Background: an optimization exercise with open tools, aiming at small area and a short achievable clock period. Do not read the settings as production practice. The RTL was checked by simulation tests, not by an equivalence proof against the original design. No activity file was given, so power comes from the tool's default toggle rates.

$ cat design/flow/design.v
module tfa_core (
    input  wire         clk,
    input  wire         rst,
    input  wire         host_we,
    input  wire [6:0]   host_addr,      
    input  wire [31:0]  host_wdata,
    input  wire [31:0]  prog_len,
    output wire [31:0]  pc,             
    input  wire [105:0] prog_rec,
    input  wire         dev_ready,
    output wire         dev_clear,
    output wire         z,
    output wire         rf_we,
    output wire [2:0]   rf_waddr,
    output wire [31:0]  rf_wdata,
    output wire         mem_we,
    output wire [5:0]   mem_waddr,
    output wire [31:0]  mem_wdata,
    output wire         done,
    output wire         fault,
    output wire [2:0]   fault_code,
    output wire [31:0]  fault_idx,
    output wire [31:0]  fault_info,
    output wire [31:0]  fault_cycle,
    output wire [31:0]  cycles,
    output wire [31:0]  stalls,
    output wire [31:0]  cache_hits,
    output wire [31:0]  cache_misses,
    output wire [31:0]  interrupts
);
    localparam [3:0] OP_NOP = 4'd0, OP_ADD = 4'd1, OP_SUB = 4'd2, OP_MUL = 4'd3,
                     OP_AND = 4'd4, OP_SHL = 4'd5, OP_MOV = 4'd6, OP_LOAD = 4'd7,
                     OP_STORE = 4'd8, OP_CMP = 4'd9, OP_JMP = 4'd10, OP_JZ = 4'd11,
                     OP_JNZ = 4'd12, OP_JE = 4'd13;
    localparam [1:0] K_REG = 2'b01, K_IMM = 2'b10;
    localparam [2:0]  SENTINEL_REG   = 3'd7;
    localparam [31:0] SENTINEL_VALUE = 32'd999;
    localparam integer MEM_SIZE = 64;
    localparam [2:0] FC_ADDR = 3'd3, FC_SHIFT = 3'd6;
    reg [31:0] regs [0:7];
    reg [31:0] main_mem [0:MEM_SIZE-1];
    reg [31:0] pc_r;
    reg        z_r;
    reg        c_valid [0:3];
    reg [1:0]  c_tag   [0:3];
    reg [31:0] c_data  [0:15];      
    reg         if_valid;
    reg [31:0]  if_idx;
    reg [105:0] if_rec;
    reg         id_valid;
    reg [31:0]  id_idx;
    reg [3:0]   id_op;
    reg         id_dv;
    reg [2:0]   id_dest;
    reg [31:0]  id_va;
    reg [31:0]  id_vb;
    reg         ex_valid;
    reg [31:0]  ex_idx;
    reg [3:0]   ex_op;
    reg         ex_dv;
    reg [2:0]   ex_dest;
    reg [31:0]  ex_result;
    reg [31:0]  ex_sval;
    reg         mem_valid;
    reg         mem_dv;
    reg [2:0]   mem_dest;
    reg [31:0]  mem_result;
    reg         wb_valid;
    reg         done_r;
    reg         fault_r;
    reg [2:0]   fault_code_r;
    reg [31:0]  fault_idx_r;
    reg [31:0]  fault_info_r;
    reg [31:0]  fault_cycle_r;
    reg [31:0]  cycles_r, stalls_r, hits_r, misses_r, irqs_r;
    wire pc_in_bounds = !pc_r[31] && ($signed(pc_r) < $signed(prog_len));
    wire pipe_empty   = !if_valid && !id_valid && !ex_valid && !mem_valid && !wb_valid;
    wire natural_end  = pipe_empty && !dev_ready && !pc_in_bounds;
    wire running      = !rst && !done_r && !fault_r && !natural_end;
    wire irq_cycle    = running && dev_ready;
    wire normal_cycle = running && !dev_ready;
    wire        ex_is_load  = ex_valid && (ex_op == OP_LOAD);
    wire        ex_is_store = ex_valid && (ex_op == OP_STORE);
    wire        ex_is_mem   = ex_is_load || ex_is_store;
    wire        addr_bad    = ex_result[31] || (ex_result >= MEM_SIZE);
    wire        mem_fault   = ex_is_mem && addr_bad;
    wire [5:0]  maddr   = ex_result[5:0];
    wire [1:0]  m_line  = maddr[3:2];
    wire [1:0]  m_tag   = maddr[5:4];
    wire [1:0]  m_off   = maddr[1:0];
    wire        c_hit   = c_valid[m_line] && (c_tag[m_line] == m_tag);
    wire [31:0] load_data = c_hit ? c_data[{m_line, m_off}] : main_mem[maddr];
    wire [31:0] mem_next_result = ex_is_load ? load_data : ex_result;
    reg  [31:0] ex_next_result;
    reg  [31:0] ex_next_sval;
    reg         ex_writes_z;
    reg         ex_next_z;
    reg         shift_fault;
    always @(*) begin
        ex_next_result = 32'd0;
        ex_next_sval   = 32'd0;
        ex_writes_z    = 1'b0;
        ex_next_z      = z_r;
        shift_fault    = 1'b0;
        case (id_op)
            OP_ADD: ex_next_result = id_va + id_vb;
            OP_SUB: ex_next_result = id_va - id_vb;
            OP_MUL: ex_next_result = id_va * id_vb;
            OP_AND: ex_next_result = id_va & id_vb;
            OP_SHL: begin
                if (id_vb[31])
                    shift_fault = 1'b1;
                else if (id_vb >= 32'd32)
                    ex_next_result = 32'd0;
                else
                    ex_next_result = id_va << id_vb[4:0];
            end
            OP_MOV:   ex_next_result = id_va;
            OP_LOAD:  ex_next_result = id_va;
            OP_STORE: begin
                ex_next_result = id_vb;
                ex_next_sval   = id_va;
            end
            default: ;
        endcase
        if (id_valid) begin
            if (id_op >= OP_ADD && id_op <= OP_SHL) begin
                ex_writes_z = 1'b1;
                ex_next_z   = (ex_next_result == 32'd0);
            end else if (id_op == OP_CMP) begin
                ex_writes_z = 1'b1;
                ex_next_z   = (id_va == id_vb);
            end
        end
    end
    wire ex_fault = id_valid && shift_fault;
    wire z_now = ex_writes_z ? ex_next_z : z_r;
    wire [3:0]  d_op = if_rec[3:0];
    wire [1:0]  d_k0 = if_rec[5:4];
    wire [1:0]  d_k1 = if_rec[7:6];
    wire [1:0]  d_k2 = if_rec[9:8];
    wire [31:0] d_v0 = if_rec[41:10];
    wire [31:0] d_v1 = if_rec[73:42];
    wire [31:0] d_v2 = if_rec[105:74];
    wire d_is_branch = (d_op == OP_JMP) || (d_op == OP_JZ) || (d_op == OP_JNZ) || (d_op == OP_JE);
    wire d_taken = (d_op == OP_JMP) ||
                   (((d_op == OP_JZ) || (d_op == OP_JE)) && z_now) ||
                   ((d_op == OP_JNZ) && !z_now);
    wire d_has_dest = (d_op >= OP_ADD) && (d_op <= OP_LOAD);
    wire        d_src_lo = (d_op == OP_STORE) || (d_op == OP_CMP);
    wire [1:0]  s0_kind  = d_src_lo ? d_k0 : d_k1;
    wire [31:0] s0_val   = d_src_lo ? d_v0 : d_v1;
    wire [1:0]  s1_kind  = d_src_lo ? d_k1 : d_k2;
    wire [31:0] s1_val   = d_src_lo ? d_v1 : d_v2;
    wire [2:0] s0_reg = s0_val[2:0];
    wire [2:0] s1_reg = s1_val[2:0];
    wire s0_wb  = mem_valid && mem_dv && (mem_dest == s0_reg);
    wire s0_mem = ex_valid  && ex_dv  && (ex_dest  == s0_reg);
    wire s0_ex  = id_valid  && id_dv  && (id_dest  == s0_reg);
    wire s1_wb  = mem_valid && mem_dv && (mem_dest == s1_reg);
    wire s1_mem = ex_valid  && ex_dv  && (ex_dest  == s1_reg);
    wire s1_ex  = id_valid  && id_dv  && (id_dest  == s1_reg);
    wire id_is_load = (id_op == OP_LOAD);
    wire s0_hazard = (s0_kind == K_REG) && !s0_wb && !s0_mem && s0_ex && id_is_load;
    wire s1_hazard = (s1_kind == K_REG) && !s1_wb && !s1_mem && s1_ex && id_is_load;
    wire [31:0] s0_fwd = (s0_kind == K_IMM) ? s0_val :
                         s0_wb  ? mem_result :
                         s0_mem ? mem_next_result :
                         s0_ex  ? ex_next_result :
                                  regs[s0_reg];
    wire [31:0] s1_fwd = (s1_kind == K_IMM) ? s1_val :
                         s1_wb  ? mem_result :
                         s1_mem ? mem_next_result :
                         s1_ex  ? ex_next_result :
                                  regs[s1_reg];
    wire d_stall = if_valid && !d_is_branch && (s0_hazard || s1_hazard);
    wire branch_taken = if_valid && d_is_branch && d_taken;
    wire fetch_en     = !d_stall && !branch_taken;
    wire wb_write = normal_cycle && mem_valid && mem_dv;
    wire do_store = normal_cycle && ex_is_store && !addr_bad;
    assign pc           = pc_r;
    assign z            = z_r;
    assign dev_clear    = irq_cycle;
    assign rf_we        = wb_write || irq_cycle;
    assign rf_waddr     = irq_cycle ? SENTINEL_REG : mem_dest;
    assign rf_wdata     = irq_cycle ? SENTINEL_VALUE : mem_result;
    assign mem_we       = do_store;
    assign mem_waddr    = maddr;
    assign mem_wdata    = ex_sval;
    assign done         = done_r;
    assign fault        = fault_r;
    assign fault_code   = fault_code_r;
    assign fault_idx    = fault_idx_r;
    assign fault_info   = fault_info_r;
    assign fault_cycle  = fault_cycle_r;
    assign cycles       = cycles_r;
    assign stalls       = stalls_r;
    assign cache_hits   = hits_r;
    assign cache_misses = misses_r;
    assign interrupts   = irqs_r;
    always @(posedge clk) begin
        if (rst) begin
            if (host_we && host_addr[6])
                regs[host_addr[2:0]] <= host_wdata;
        end else if (rf_we) begin
            regs[rf_waddr] <= rf_wdata;
        end
    end
    always @(posedge clk) begin
        if (rst) begin
            if (host_we && !host_addr[6])
                main_mem[host_addr[5:0]] <= host_wdata;
        end else if (do_store) begin
            main_mem[maddr] <= ex_sval;
        end
    end
    integer j;
    always @(posedge clk) begin
        if (normal_cycle && ex_is_mem && !addr_bad) begin
            if (ex_is_load && !c_hit) begin
                c_tag[m_line] <= m_tag;
                for (j = 0; j < 4; j = j + 1)
                    c_data[{m_line, j[1:0]}] <= main_mem[{maddr[5:2], j[1:0]}];
            end else if (ex_is_store && c_hit) begin
                c_data[{m_line, m_off}] <= ex_sval;
            end
        end
    end
    integer i;
    always @(posedge clk) begin
        if (rst) begin
            for (i = 0; i < 4; i = i + 1)
                c_valid[i] <= 1'b0;
        end else if (normal_cycle && ex_is_load && !addr_bad && !c_hit) begin
            c_valid[m_line] <= 1'b1;
        end
    end
    always @(posedge clk) begin
        if (rst) begin
            pc_r          <= 32'd0;
            z_r           <= 1'b0;
            if_valid      <= 1'b0;
            id_valid      <= 1'b0;
            ex_valid      <= 1'b0;
            mem_valid     <= 1'b0;
            wb_valid      <= 1'b0;
            done_r        <= 1'b0;
            fault_r       <= 1'b0;
            fault_code_r  <= 3'd0;
            fault_idx_r   <= 32'd0;
            fault_info_r  <= 32'd0;
            fault_cycle_r <= 32'd0;
            cycles_r      <= 32'd0;
            stalls_r      <= 32'd0;
            hits_r        <= 32'd0;
            misses_r      <= 32'd0;
            irqs_r        <= 32'd0;
        end else if (!done_r && !fault_r) begin
            if (natural_end) begin
                done_r <= 1'b1;
            end else if (irq_cycle) begin
                irqs_r   <= irqs_r + 32'd1;
                cycles_r <= cycles_r + 32'd1;
            end else begin
                wb_valid  <= mem_valid;
                if (mem_fault) begin
                    fault_r       <= 1'b1;
                    fault_code_r  <= FC_ADDR;
                    fault_idx_r   <= ex_idx;
                    fault_info_r  <= ex_result;
                    fault_cycle_r <= cycles_r;
                end else begin
                    mem_valid  <= ex_valid;
                    mem_dv     <= ex_dv;
                    mem_dest   <= ex_dest;
                    mem_result <= mem_next_result;
                    if (ex_is_load) begin
                        if (c_hit) hits_r   <= hits_r + 32'd1;
                        else       misses_r <= misses_r + 32'd1;
                    end
                    if (ex_fault) begin
                        fault_r       <= 1'b1;
                        fault_code_r  <= FC_SHIFT;
                        fault_idx_r   <= id_idx;
                        fault_info_r  <= id_vb;
                        fault_cycle_r <= cycles_r;
                    end else begin
                        ex_valid  <= id_valid;
                        ex_idx    <= id_idx;
                        ex_op     <= id_op;
                        ex_dv     <= id_dv;
                        ex_dest   <= id_dest;
                        ex_result <= ex_next_result;
                        ex_sval   <= ex_next_sval;
                        z_r       <= z_now;
                        cycles_r  <= cycles_r + 32'd1;
                        if (!if_valid) begin
                            id_valid <= 1'b0;
                        end else if (d_is_branch) begin
                            if (d_taken) begin
                                pc_r     <= d_v0;
                                if_valid <= 1'b0;
                                id_valid <= 1'b0;
                            end else begin
                                id_valid <= 1'b1;
                                id_idx   <= if_idx;
                                id_op    <= d_op;
                                id_dv    <= 1'b0;
                            end
                        end else if (d_stall) begin
                            id_valid <= 1'b0;
                            stalls_r <= stalls_r + 32'd1;
                        end else begin
                            id_valid <= 1'b1;
                            id_idx   <= if_idx;
                            id_op    <= d_op;
                            id_dv    <= d_has_dest;
                            id_dest  <= d_v0[2:0];
                            id_va    <= s0_fwd;
                            id_vb    <= s1_fwd;
                        end
                        if (fetch_en) begin
                            if (pc_in_bounds) begin
                                if_valid <= 1'b1;
                                if_idx   <= pc_r;
                                if_rec   <= prog_rec;
                                pc_r     <= pc_r + 32'd1;
                            end else begin
                                if_valid <= 1'b0;
                            end
                        end
                    end
                end
            end
        end
    end
endmodule
$ cat design/flow/run.sh
#!/bin/bash
# synth_recipe.tcl (not shown) runs the flow's synth.tcl, then flattens the netlist and writes it again
# the make line also repeats each setting of config.mk as NAME=value (left out here)
make -C /OpenROAD-flow-scripts/flow DESIGN_CONFIG=/design/flow/config.mk WORK_HOME=/design/flow/orfs CLKGATE_MAP_FILE= SYNTH_SCRIPT=/design/flow/synth_recipe.tcl finish
$ cat design/flow/config.mk
export PLATFORM = sky130hd
export DESIGN_NAME = tfa_core
export DESIGN_NICKNAME = tfa_core
export VERILOG_FILES = /design/flow/design.v
export SDC_FILE = /design/flow/constraint.sdc
export NUM_CORES = 4
export LEC_CHECK = 0
export CAP_MARGIN = 20
export CORE_MARGIN = 2
export CORE_UTILIZATION = 40
export PLACE_DENSITY = 0.6
export SLEW_MARGIN = 20
$ cat design/flow/constraint.sdc
create_clock -name core_clock -period 15.0 [get_ports {clk}]
set_input_delay 3.0000 -clock core_clock [delete_from_list [all_inputs] [get_ports {clk}]]
set_output_delay 3.0000 -clock core_clock [all_outputs]
set_load 0.01 [all_outputs]
==> flow_summary.json <==
{
  "synth_area_leaders": "edfxtp_1, mux4_2, fa_1, nand2_1, dfxtp_1",
  "yosysTopAreaCell": "edfxtp_1",
  "rsz0062_at_grt": "no",
  "fin_setup_tns_ns": 0,
  "grt_pass1_wl_um": 1007000,
  "postCtsResizedCells": 0,
  "ff2ff_path_depth": 33,
  "clockRootBuffer": "clkbuf_16",
  "finalNetCount": 14310,
  "antenna_found_initial": 68,
  "drv_cap": 0,
  "hold_viol": 0,
  "ir_drop_mv": 0.7131,
  "yosysSeqAreaShare_pct": 55.33,
  "path_class": "flip-flop to flip-flop",
  "vias": 127200,
  "grt_pass1_vias": 122300,
  "drt-initial-drc-count": 21060,
  "period_share_pct": 81.04,
  "cts_inserted_buffers": 375,
  "synth.distinct_cells": 114,
  "synth_fa_ha_area_share_pct": 5.945,
  "place_congestion": 1.003,
  "area_growth_pct": 14.18,
  "yosysTopAreaCellShare_pct": 52.04,
  "skew_ns": 0.1582,
  "fin_area_sq_um": 211500,
  "setup_viol": 0,
  "tightest_slew_ns": 1.315,
  "rows": 249,
  "port_buffers": 550,
  "synth-edff-count": 3210,
  "cts_tree": "yes",
  "pin_count": 551,
  "status": "finished clean",
  "synth-compound-area-share_pct": 6.146,
  "critPathRequiredTime_ns": 15.61,
  "async_flop_share_pct": 0,
  "track_usage_pct": 30.63,
  "cts.sinks": 3514,
  "path_clk_slew_ns": 0.06,
  "critical_path_peak_fanout": 77,
  "min_path_cells": 0,
  "ys_top_cells_by_count": "edfxtp_1, nand2_1, mux4_2, clkbuf_1, o21ai_0",
  "cp_common_cell": "fa_1",
  "slew_violations": 0,
  "drtPass1Iterations": 9,
  "ant_nets": 0,
  "finalWorstSetupSlack_ns": 2.845,
  "relSlewSlack_pct": 9.814,
  "die_y_um": 684.5,
  "cp_slowest_stage_delay_ns": 0.97,
  "hold_class": "flip-flop to flip-flop",
  "ys_ff_latch": 3514,
  "start_util_pct": 40.22,
  "dieArea_sq_um": 468500,
  "htreeDepth": 5,
  "whs_ns": 0.3936,
  "syn_inst": 13200,
  "synth_simple_gate_area_share_pct": 8.813,
  "end_kind": "flip-flop",
  "synth_top_family_by_area": "multiplexers",
  "startpoint_type": "flip-flop",
  "leakage_nw": 70.02,
  "syn_area_sq_um": 185200,
  "cellPowerDensity_nw_per_um2": 151.3,
  "place_area_sq_um": 198800,
  "wire_per_inst_um": 36.68,
  "post-cts-setup-buffers": 0,
  "drc": 0,
  "synthesis.nets": 14010,
  "die_x_um": 684.5,
  "clock.fmax_mhz": 82.27,
  "synth_xor_area_share_pct": 1.204,
  "dp_hpwl_um": 472000,
  "period_needed_ns": 12.16,
  "design.core.area_sq_um": 460500,
  "muxShareOfSynthArea_pct": 19.32,
  "grt_remaining_overflow": 0,
  "wl_um": 733600,
  "arrival_ns": 12.77,
  "drive_gt1_share_pct": 19.92,
  "totalPowerFinal_mw": 32.00,
  "clockBufferDepth": 4,
  "grt_max_degree": 132,
  "pre_cts_ws_ns": 3.043,
  "slowest_stage": "edfxtp_1",
  "vias_per_cell": 6.360,
  "ctsHoldBuffers": 0,
  "yosysMostFrequentCell": "edfxtp_1",
  "synth.avg_cell_area_sq_um": 14.03,
  "synth_flop_cell": "edfxtp_1",
  "clk_latency_ns": 1.07,
  "yosys_warnings": 1
}
## state kept, by name (all words and copies together), names as in the netlist, 8 cells and up, named ones only
name           flops
id_idx            32
fault_idx_r       32
regs             256
fault_cycle_r     32
id_vb             32
misses_r          32
hits_r            32
pc_r              32
ex_idx            32
if_rec           106
cycles_r          32
irqs_r            32
fault_info_r      32
ex_result         32
c_data           512
main_mem        2048
id_va             32
ex_sval           32
c_tag              8
if_idx            32
stalls_r          32
mem_result        32
## logic make-up after synthesis
logic type / count (synthesis)
muxes: 1848
xor gates and xnor gates: 253
adders and majority gates: 634
buffers and inverters: 1562
AOI/OAI and AO/OA: 1805
and+or+nand+nor: 3581
DFF: 3514
## metrics by stage
stage	util, %	std cells
after floorplan	-	13200
final	45.92	20000
after global routing	45.91	19980
after detailed placement	43.17	19260
after CTS	45.84	19950
after global placement	43.12	19250
## worst max-delay path, delay by kind of cell, from the launching register on
family	cells	cell delay [ns]
AOI/OAI and AO/OA	3	0.60
buffers and inverters	10	2.11
and+or+nand+nor	10	3.61
DFF	1	0.97
adders and majority gates	10	4.32
## report_power, final
part	switching (mW)	internal, mW	leakage [nW]
sequential	0.217	10.9	31.4
clock	4.12	5.36	5.95
combinational	6.99	4.36	32.6
total	11.3	20.7	70.0
## layout make-up
class	count	area [sq um]
Multi-Input combinational cell	8121	77890
Timing Repair Buffer	955	8974
Clock inverter	241	2430
Antenna cell	45	112.6
Fill cell	40290	249000
Sequential cell	3514	102500
Clock buffer	447	9872
Inverter	529	1991
Tap cell	6149	7694
## layer usage
layer  part of all wire, %  routed length, um  up-vias  track usage (%)
li1                      -                  -    51040                -
met1                    35             256900    65130            38.84
met2                    45             327100     9159            46.23
met3                    13              94080     1876            8.950
met4                   7.5              55230       16            19.25
met5                 0.039                287        -                0
## placed cells by master, fill, tap and decap left out, types with 298 or more instances in the layout
| cell | synthesis | final |
|---|---|---|
| nand2_1 | 1802 | 1772 |
| inv_1 | 524 | 523 |
| clkdlybuf4s50_1 | 0 | 549 |
| a21oi_1 | 341 | 338 |
| clkbuf_16 | 0 | 381 |
| o21ai_0 | 778 | 767 |
| edfxtp_1 | 3210 | 3210 |
| dfxtp_1 | 304 | 298 |
| mux4_2 | 1362 | 1362 |
| buf_4 | 16 | 374 |
| and2_1 | 374 | 374 |
| nor2_1 | 580 | 505 |
| fa_1 | 410 | 410 |
## path summary, 6_finish.rpt
path | from | to | slack (ns)
worst min-delay path | if_idx[12] | id_idx[12] | 0.39
worst max register to register | id_vb[8] | if_rec[37] | 2.84
worst min register to register | if_idx[12] | id_idx[12] | 0.39
worst max-delay path | id_vb[8] | if_rec[37] | 2.84

port drivers added, routing unchanged:
No port has a modelled driver above. Below, the same layout with a new extraction and two added sets of constraints. Step 1 (the two cells are an assumption about what drives the block):
set clk [get_ports {clk}]
set_driving_cell -lib_cell sky130_fd_sc_hd__clkbuf_16 $clk
set_driving_cell -lib_cell sky130_fd_sc_hd__buf_2 [delete_from_list [all_inputs] $clk]
Step 2 moves the port delays by t, midway between the first and last clock arrival at a register: inputs arrive t later, outputs are due t later. That takes back most of the time a late clock gives input paths. Slacks: no drivers / after step 1 / after step 2; pairs: no drivers / after step 1.
t, ns: 1.103
setup WS [ns]: 2.845 / 2.845 / 2.845
worst setup path after step 2: register to register
slew at the worst register clock pin (ns): 0.07 / 0.07
worst data-port slew with drivers (ns): 0.21
After both steps this run still meets setup and hold. The setup slack of this run moves by 0.000 ns with the drivers and by 0.000 ns with both steps.
